This is an optimization exercise on Yosys and OpenROAD, whose aim is small area, not a production implementation. Only simulation tests tie the RTL to the original design; equivalence was not proved. Power and IR drop assume default switching activity. No driver is modelled on the clock port, so clocking that relies on it looks cheaper here than on a real chip.

try-raven:
==> flow/design.v (excerpt) <==
module mjmux_rx #(
    parameter integer BUFFER_SIZE = 128,
    parameter [6:0]   DEFAULT_ID  = 7'd1
) (
    input  wire        clk,
    input  wire        rst,           
    input  wire        rx_valid,
    input  wire [7:0]  rx_data,
    output wire        rx_ready,
    input  wire        rx_close,      
    input  wire        cfg_we,
    input  wire [7:0]  cfg_wdata,
    output wire [6:0]  node_id,
    output wire        out_valid,
    output wire [7:0]  out_data,
    output wire        out_last,
    input  wire        out_ready,
    output wire [15:0] stat_wrong_id,
    output wire [15:0] stat_checksum,
    output wire [15:0] stat_overrun
);
    localparam [3:0] S_H0      = 4'd0,
                     S_H1      = 4'd1,
                     S_SRC     = 4'd2,
                     S_DST     = 4'd3,
                     S_LEN     = 4'd4,
                     S_PAY     = 4'd5,
                     S_CRC0    = 4'd6,
                     S_CRC1    = 4'd7,
                     S_DELIVER = 4'd8;
    localparam [15:0] CRC_POLY = 16'h1021;
    function [15:0] crc_step;
        input [15:0] c_in;
        input [7:0]  b;
        integer i;
        reg [15:0] c;
        begin
            c = c_in ^ {b, 8'h00};
            for (i = 0; i < 8; i = i + 1) begin
                if (c[15])
                    c = (c << 1) ^ CRC_POLY;
                else
                    c = c << 1;
            end
            crc_step = c;
  ...
Size in the first run: ~1800 cells after synthesis, ~1100 flip-flops, ~27000 um2 of cells after synthesis.
Settings: LEC_CHECK=0, CAP_MARGIN=20, CORE_MARGIN=2, CORE_UTILIZATION=60, CTS_CLUSTER_DIAMETER=160, CTS_CLUSTER_SIZE=30, SLEW_MARGIN=20; clock period 10.0 ns.
run.sh (not shown) runs the stock make flow with config.mk's settings and CLKGATE_MAP_FILE= SYNTH_SCRIPT=/design/flow/synth_recipe.tcl, a recipe that flattens the netlist after the stock synthesis.
try-raven went all the way through the flow, and no timing, DRC or antenna check failed.
## Diff of input files: try-onyx against try-raven
==> flow/flow/run.sh (new file) <==
#!/bin/bash
# Own layout flow: the standard synthesis, then the combinational logic re-mapped by ABC's
# default script (registers untouched), then the standard ORFS flow with CTS without dummy loads
# and with small port buffers.
set -euo pipefail
W=$(pwd)
R=$W/orfs/results/$FLOW_PLATFORM/mjmux_rx/base
LIB=$FLOW_HOME/platforms/$FLOW_PLATFORM/lib/sky130_fd_sc_hd__tt_025C_1v80.lib

# 1. the standard synthesis, unchanged
bash standard.sh synth > $W/flow_synth.log 2>&1

# 2. re-map the combinational logic
cp $R/1_2_yosys.v $W/1_2_yosys_std.v
SEQ=$(grep -oE "sky130_fd_sc_hd__(e?dfx[a-z0-9_]*|dfr[a-z0-9_]*|dfs[a-z0-9_]*|sdf[a-z0-9_]*|dl[a-z0-9_]*|conb_1)" $W/1_2_yosys_std.v | sort -u | tr '\n' ' ')
DU=""
for c in $(grep -oE "cell \(\"sky130_fd_sc_hd__(lpflow|probe)[a-z0-9_]*" $LIB | grep -oE "sky130_fd_sc_hd__[a-z0-9_]*" | sort -u); do DU="$DU -dont_use $c"; done
sed -e "s#LIBFILE#$LIB#g" -e "s#SEQCELLS#$SEQ#" -e "s#NETLIST#$R/1_2_yosys.v#g" -e "s#TOP#$FLOW_TOP#" -e "s#DONTUSE#$DU#" \
    flow/remap.ys > $W/remap.ys
yosys -s $W/remap.ys > $W/remap.log 2>&1
rm -f $R/1_synth.odb $R/1_synth.sdc

# 3. the rest of the standard flow
export CTS_ARGS="-sink_clustering_enable -repair_clock_nets -dont_use_dummy_load -sink_clustering_size 30 -sink_clustering_max_diameter 100"
export BUFFER_PORTS_ARGS="-buffer_cell sky130_fd_sc_hd__buf_1"
bash standard.sh > $W/flow_finish.log 2>&1
==> flow/flow/remap.ys (new file) <==
# Re-map the combinational logic of the standard synthesis's netlist with ABC's default
# script. Registers and tie cells stay as they are (same instances, names and cells).
read_liberty -ignore_miss_func LIBFILE
blackbox SEQCELLS
read_verilog NETLIST
hierarchy -top TOP
flatten
opt -purge
abc -liberty LIBFILE DONTUSE
opt_clean -purge
setundef -zero
hilomap -singleton -hicell sky130_fd_sc_hd__conb_1 HI -locell sky130_fd_sc_hd__conb_1 LO
splitnets
opt_clean -purge
stat -liberty LIBFILE
write_verilog -noattr -nohex -nodec -selected NETLIST
==> flow/standard.sh (new file) <==
#!/bin/bash
# synth_recipe.tcl (not shown) runs the flow's synth.tcl, then flattens the netlist and writes it again
# the make line also repeats each setting of config.mk as NAME=value (left out here)
make -C /OpenROAD-flow-scripts/flow DESIGN_CONFIG=/design/flow/config.mk WORK_HOME=/design/flow/orfs CLKGATE_MAP_FILE= SYNTH_SCRIPT=/design/flow/synth_recipe.tcl "${@:-finish}"
diff --git a/flow/config.mk b/flow/config.mk
--- a/flow/config.mk
+++ b/flow/config.mk
@@ -8,6 +8,4 @@
 export CAP_MARGIN = 20
 export CORE_MARGIN = 2
-export CORE_UTILIZATION = 60
-export CTS_CLUSTER_DIAMETER = 160
-export CTS_CLUSTER_SIZE = 30
+export CORE_UTILIZATION = 40
 export SLEW_MARGIN = 20
removed: flow/run.sh
==> comparison <==
Number of max-slew violations in the final report came out exactly the same in try-onyx and try-raven. The non-clock buffer count number comes out lower for try-raven vs try-onyx. Going from try-raven to try-onyx, total power of the final layout now sits lower; highest cell delay on the worst timing path went down; maximum achievable frequency +about 2%.
Input changes introduced in try-xenon (baseline for comparison: try-onyx):
==> flow/run.sh (new file) <==
#!/bin/bash
# synth_recipe.tcl (not shown) runs the flow's synth.tcl, then flattens the netlist and writes it again
# the make line also repeats each setting of config.mk as NAME=value (left out here)
make -C /OpenROAD-flow-scripts/flow DESIGN_CONFIG=/design/flow/config.mk WORK_HOME=/design/flow/orfs CLKGATE_MAP_FILE= SYNTH_SCRIPT=/design/flow/synth_recipe.tcl finish
diff --git a/flow/config.mk b/flow/config.mk
--- a/flow/config.mk
+++ b/flow/config.mk
@@ -9,3 +9,5 @@
 export CORE_MARGIN = 2
 export CORE_UTILIZATION = 40
+export CTS_CLUSTER_DIAMETER = 100
+export CTS_CLUSTER_SIZE = 30
 export SLEW_MARGIN = 20
removed: flow/flow/run.sh
removed: flow/flow/remap.ys
removed: flow/standard.sh
--- outcome ---
- In the final reports, the cell area of try-xenon is larger than that of try-onyx.
- Static leakage power is lower on try-onyx
- [try-xenon] share of cell area taken by multi-input logic gates rose 1.8 points relative to try-onyx
- Row clock power: try-xenon higher / try-onyx lower

---

== old ==
mjmux_rx, a different RTL version from the one above (not shown whole).
For scale: roughly 26000 sq um of cells after synthesis.
export LEC_CHECK = 0
export CAP_MARGIN = 20
export CORE_MARGIN = 2
export CORE_UTILIZATION = 40
export SLEW_MARGIN = 20
create_clock -name core_clock -period 10.0 [get_ports {clk}]
standard.sh (not shown) runs the stock make flow with config.mk's settings and CLKGATE_MAP_FILE= SYNTH_SCRIPT=/design/flow/synth_recipe.tcl, a recipe that flattens the netlist after the stock synthesis.
==> flow/flow/run.sh <==
#!/bin/bash
# Own layout flow: the standard synthesis, then the combinational logic re-mapped by ABC (remap.abc,
# registers untouched), then the standard ORFS flow with CTS without dummy loads
# and with small port buffers.
set -euo pipefail
W=$(pwd)
R=$W/orfs/results/$FLOW_PLATFORM/mjmux_rx/base
LIB=$FLOW_HOME/platforms/$FLOW_PLATFORM/lib/sky130_fd_sc_hd__tt_025C_1v80.lib

# 1. the standard synthesis, unchanged
bash standard.sh synth > $W/flow_synth.log 2>&1

# 2. re-map the combinational logic
cp $R/1_2_yosys.v $W/1_2_yosys_std.v
SEQ=$(grep -oE "sky130_fd_sc_hd__(e?dfx[a-z0-9_]*|dfr[a-z0-9_]*|dfs[a-z0-9_]*|sdf[a-z0-9_]*|dl[a-z0-9_]*|conb_1)" $W/1_2_yosys_std.v | sort -u | tr '\n' ' ')
DU=""
for c in $(grep -oE "cell \(\"sky130_fd_sc_hd__(lpflow|probe)[a-z0-9_]*" $LIB | grep -oE "sky130_fd_sc_hd__[a-z0-9_]*" | sort -u); do DU="$DU -dont_use $c"; done
sed -e "s#LIBFILE#$LIB#g" -e "s#SEQCELLS#$SEQ#" -e "s#NETLIST#$R/1_2_yosys.v#g" -e "s#TOP#$FLOW_TOP#" -e "s#DONTUSE#$DU#" -e "s#ABCSCRIPT#$W/flow/remap.abc#" \
    flow/remap.ys > $W/remap.ys
yosys -s $W/remap.ys > $W/remap.log 2>&1
rm -f $R/1_synth.odb $R/1_synth.sdc

# 3. the rest of the standard flow
export CTS_ARGS="-sink_clustering_enable -repair_clock_nets -dont_use_dummy_load -buf_list sky130_fd_sc_hd__clkbuf_4 -sink_clustering_size 11 -sink_clustering_max_diameter 40"
export BUFFER_PORTS_ARGS="-buffer_cell sky130_fd_sc_hd__buf_1"
bash standard.sh > $W/flow_finish.log 2>&1
==> flow/flow/remap.abc <==
strash; ifraig; scorr; dc2; strash; &get -n; &dch -f; &nf -R 1000; &put
==> flow/flow/remap.ys <==
# Re-map the combinational logic of the standard synthesis's netlist with an area-minded ABC
# script (remap.abc). Registers and tie cells stay as they are (same instances, names and cells).
read_liberty -ignore_miss_func LIBFILE
blackbox SEQCELLS
read_verilog NETLIST
hierarchy -top TOP
flatten
opt -purge
abc -script ABCSCRIPT -liberty LIBFILE DONTUSE
opt_clean -purge
setundef -zero
hilomap -singleton -hicell sky130_fd_sc_hd__conb_1 HI -locell sky130_fd_sc_hd__conb_1 LO
splitnets
opt_clean -purge
stat -liberty LIBFILE
write_verilog -noattr -nohex -nodec -selected NETLIST
Input changes introduced in new (baseline for comparison: old):
diff --git a/flow/flow/run.sh b/flow/flow/run.sh
--- a/flow/flow/run.sh
+++ b/flow/flow/run.sh
@@ -24 +24 @@
-export CTS_ARGS="-sink_clustering_enable -repair_clock_nets -dont_use_dummy_load -buf_list sky130_fd_sc_hd__clkbuf_4 -sink_clustering_size 11 -sink_clustering_max_diameter 40"
+export CTS_ARGS="-sink_clustering_enable -repair_clock_nets -dont_use_dummy_load -buf_list sky130_fd_sc_hd__clkbuf_4 -sink_clustering_size 10 -sink_clustering_max_diameter 40"
## What came out
new: full flow OK, the timing, DRC and antenna checks passed. Delta(post-detailed-routing wire length, new - old) > 0. new vs old — worst setup slack dropped 20 ps. Layout overhead on the synthesized area ends up lower on old. On met3 wire length, the higher figure sits with new, not old. Measured against new, the number of buffers created by CTS of old comes out at 0.881 times the reference value.

---

== garnet ==
Another version of the RTL of mjmux_rx (not shown whole).
Size in the first run: about 1700 cells after synthesis, about 88 I/O pins, roughly 26000 um2 of cells after synthesis.
Settings: LEC_CHECK=0, CAP_MARGIN=20, CORE_MARGIN=2, CORE_UTILIZATION=40, SLEW_MARGIN=20; clock period 10.0 ns.
==> flow/flow/run.sh <==
#!/bin/bash
# Own layout flow: the standard synthesis, then the combinational logic re-mapped by ABC (remap.abc,
# registers untouched), then the standard ORFS flow with CTS without dummy loads
# and with small port buffers.
set -euo pipefail
W=$(pwd)
R=$W/orfs/results/$FLOW_PLATFORM/mjmux_rx/base
LIB=$FLOW_HOME/platforms/$FLOW_PLATFORM/lib/sky130_fd_sc_hd__tt_025C_1v80.lib

# 1. the standard synthesis, unchanged
bash standard.sh synth > $W/flow_synth.log 2>&1

# 2. re-map the combinational logic
cp $R/1_2_yosys.v $W/1_2_yosys_std.v
SEQ=$(grep -oE "sky130_fd_sc_hd__(e?dfx[a-z0-9_]*|dfr[a-z0-9_]*|dfs[a-z0-9_]*|sdf[a-z0-9_]*|dl[a-z0-9_]*|conb_1)" $W/1_2_yosys_std.v | sort -u | tr '\n' ' ')
DU=""
for c in $(grep -oE "cell \(\"sky130_fd_sc_hd__(lpflow|probe)[a-z0-9_]*" $LIB | grep -oE "sky130_fd_sc_hd__[a-z0-9_]*" | sort -u); do DU="$DU -dont_use $c"; done
sed -e "s#LIBFILE#$LIB#g" -e "s#SEQCELLS#$SEQ#" -e "s#NETLIST#$R/1_2_yosys.v#g" -e "s#TOP#$FLOW_TOP#" -e "s#DONTUSE#$DU#" -e "s#ABCSCRIPT#$W/flow/remap.abc#" \
    flow/remap.ys > $W/remap.ys
yosys -s $W/remap.ys > $W/remap.log 2>&1
rm -f $R/1_synth.odb $R/1_synth.sdc

# 3. the rest of the standard flow
export CTS_ARGS="-sink_clustering_enable -repair_clock_nets -dont_use_dummy_load -sink_clustering_size 30 -sink_clustering_max_diameter 80"
export BUFFER_PORTS_ARGS="-buffer_cell sky130_fd_sc_hd__buf_1"
bash standard.sh > $W/flow_finish.log 2>&1
Scripts as last shown in full above: flow/flow/remap.abc, flow/flow/remap.ys
For harbor, these inputs were changed with respect to garnet:
--- a/flow/flow/run.sh
+++ b/flow/flow/run.sh
@@ -22,5 +22,5 @@
 
 # 3. the rest of the standard flow
-export CTS_ARGS="-sink_clustering_enable -repair_clock_nets -dont_use_dummy_load -sink_clustering_size 30 -sink_clustering_max_diameter 80"
+export CTS_ARGS="-sink_clustering_enable -repair_clock_nets -dont_use_dummy_load -buf_list sky130_fd_sc_hd__clkbuf_4 -sink_clustering_size 11 -sink_clustering_max_diameter 40"
 export BUFFER_PORTS_ARGS="-buffer_cell sky130_fd_sc_hd__buf_1"
 bash standard.sh > $W/flow_finish.log 2>&1
[summary]
The total routing resource utilization after global routing of harbor is higher than that of garnet. Total power density per cell area, garnet and harbor: lower on harbor. In harbor the sequential share of layout area turned out 0.44 points higher than in garnet. First-iteration DRC count shrinks by more than 10% when moving from garnet to harbor. Number of clock buffers in the layout, harbor vs garnet: up by more than 100%. In the reports for garnet and harbor, the smaller final worst setup slack belongs to garnet.
Setup changes, harbor to cedar
==> flow/flow/run.sh <==
#!/bin/bash
# Own layout flow: the standard synthesis, then the combinational logic re-mapped by ABC's
# default script (registers untouched), then the standard ORFS flow with CTS without dummy loads
# and with small port buffers.
set -euo pipefail
W=$(pwd)
R=$W/orfs/results/$FLOW_PLATFORM/mjmux_rx/base
LIB=$FLOW_HOME/platforms/$FLOW_PLATFORM/lib/sky130_fd_sc_hd__tt_025C_1v80.lib

# 1. the standard synthesis, unchanged
bash standard.sh synth > $W/flow_synth.log 2>&1

# 2. re-map the combinational logic
cp $R/1_2_yosys.v $W/1_2_yosys_std.v
SEQ=$(grep -oE "sky130_fd_sc_hd__(e?dfx[a-z0-9_]*|dfr[a-z0-9_]*|dfs[a-z0-9_]*|sdf[a-z0-9_]*|dl[a-z0-9_]*|conb_1)" $W/1_2_yosys_std.v | sort -u | tr '\n' ' ')
DU=""
for c in $(grep -oE "cell \(\"sky130_fd_sc_hd__(lpflow|probe)[a-z0-9_]*" $LIB | grep -oE "sky130_fd_sc_hd__[a-z0-9_]*" | sort -u); do DU="$DU -dont_use $c"; done
sed -e "s#LIBFILE#$LIB#g" -e "s#SEQCELLS#$SEQ#" -e "s#NETLIST#$R/1_2_yosys.v#g" -e "s#TOP#$FLOW_TOP#" -e "s#DONTUSE#$DU#" \
    flow/remap.ys > $W/remap.ys
yosys -s $W/remap.ys > $W/remap.log 2>&1
rm -f $R/1_synth.odb $R/1_synth.sdc

# 3. the rest of the standard flow
export CTS_ARGS="-sink_clustering_enable -repair_clock_nets -dont_use_dummy_load -sink_clustering_size 30 -sink_clustering_max_diameter 80"
export BUFFER_PORTS_ARGS="-buffer_cell sky130_fd_sc_hd__buf_1"
bash standard.sh > $W/flow_finish.log 2>&1
==> flow/flow/remap.ys <==
# Re-map the combinational logic of the standard synthesis's netlist with ABC's default
# script. Registers and tie cells stay as they are (same instances, names and cells).
read_liberty -ignore_miss_func LIBFILE
blackbox SEQCELLS
read_verilog NETLIST
hierarchy -top TOP
flatten
opt -purge
abc -liberty LIBFILE DONTUSE
opt_clean -purge
setundef -zero
hilomap -singleton -hicell sky130_fd_sc_hd__conb_1 HI -locell sky130_fd_sc_hd__conb_1 LO
splitnets
opt_clean -purge
stat -liberty LIBFILE
write_verilog -noattr -nohex -nodec -selected NETLIST
removed: flow/flow/remap.abc
--- outcome ---
Summary of cedar over harbor: power spent charging and discharging nets went down 47 uW; internal reg-to-reg setup slack rose by 0.72 ns. cedar against harbor: global-route wire length before repair now sits lower; clock-pin transition on the worst setup and hold timing paths went up 0.02 ns; final area increased 320 um2. Higher endpoint arrival time on the critical path among harbor and cedar: harbor.

## re-timing with driven ports
No port has a modelled driver above. Below, the same layouts with a new extraction and two added sets of constraints. Step 1 sets driving cells, clkbuf_16 on the clock port and buf_2 on the other inputs (assumed; they add their load-dependent delay and slew). Step 2, shift: input delay + t, output delay - t, t = (earliest + latest rising clock arrival at the registers) / 2. This alone moves slack from input paths to output paths. Three values: ideal ports, drivers, drivers and shift; two values: the first two.
| run | t, ns | setup WS [ns] | worst hold slack (ns) | clock arrival spread, ns | cell pins on the clock port's net |
|---|---|---|---|---|---|
| try-raven | 0.657 | 4.993 / 4.934 / 4.573 | 0.328 / 0.328 / 0.328 | 0.033 / 0.033 | 1 |
| try-onyx | 0.637 | 5.093 / 5.100 / 4.464 | 0.309 / 0.309 / 0.309 | 0.039 / 0.039 | 1 |
| try-xenon | 0.669 | 4.659 / 4.597 / 4.596 | 0.319 / 0.319 / 0.319 | 0.025 / 0.025 | 1 |
| old | 0.880 | 4.707 / 4.654 / 3.915 | 0.260 / 0.260 / 0.260 | 0.125 / 0.126 | 1 |
| new | 0.942 | 4.686 / 4.633 / 3.922 | 0.259 / 0.259 / 0.259 | 0.119 / 0.118 | 1 |
| garnet | 0.639 | 4.424 / 4.426 / 3.787 | 0.271 / 0.271 / 0.271 | 0.063 / 0.063 | 1 |
| harbor | 0.980 | 4.666 / 4.662 / 3.682 | 0.259 / 0.259 / 0.259 | 0.091 / 0.092 | 1 |
| cedar | 0.653 | 4.743 / 4.762 / 4.109 | 0.283 / 0.283 / 0.283 | 0.081 / 0.082 | 1 |
After both steps setup and hold are still met in every run listed. The setup slack of harbor, which loses most, moves by -0.004 ns with the drivers and by -0.984 ns with both steps.
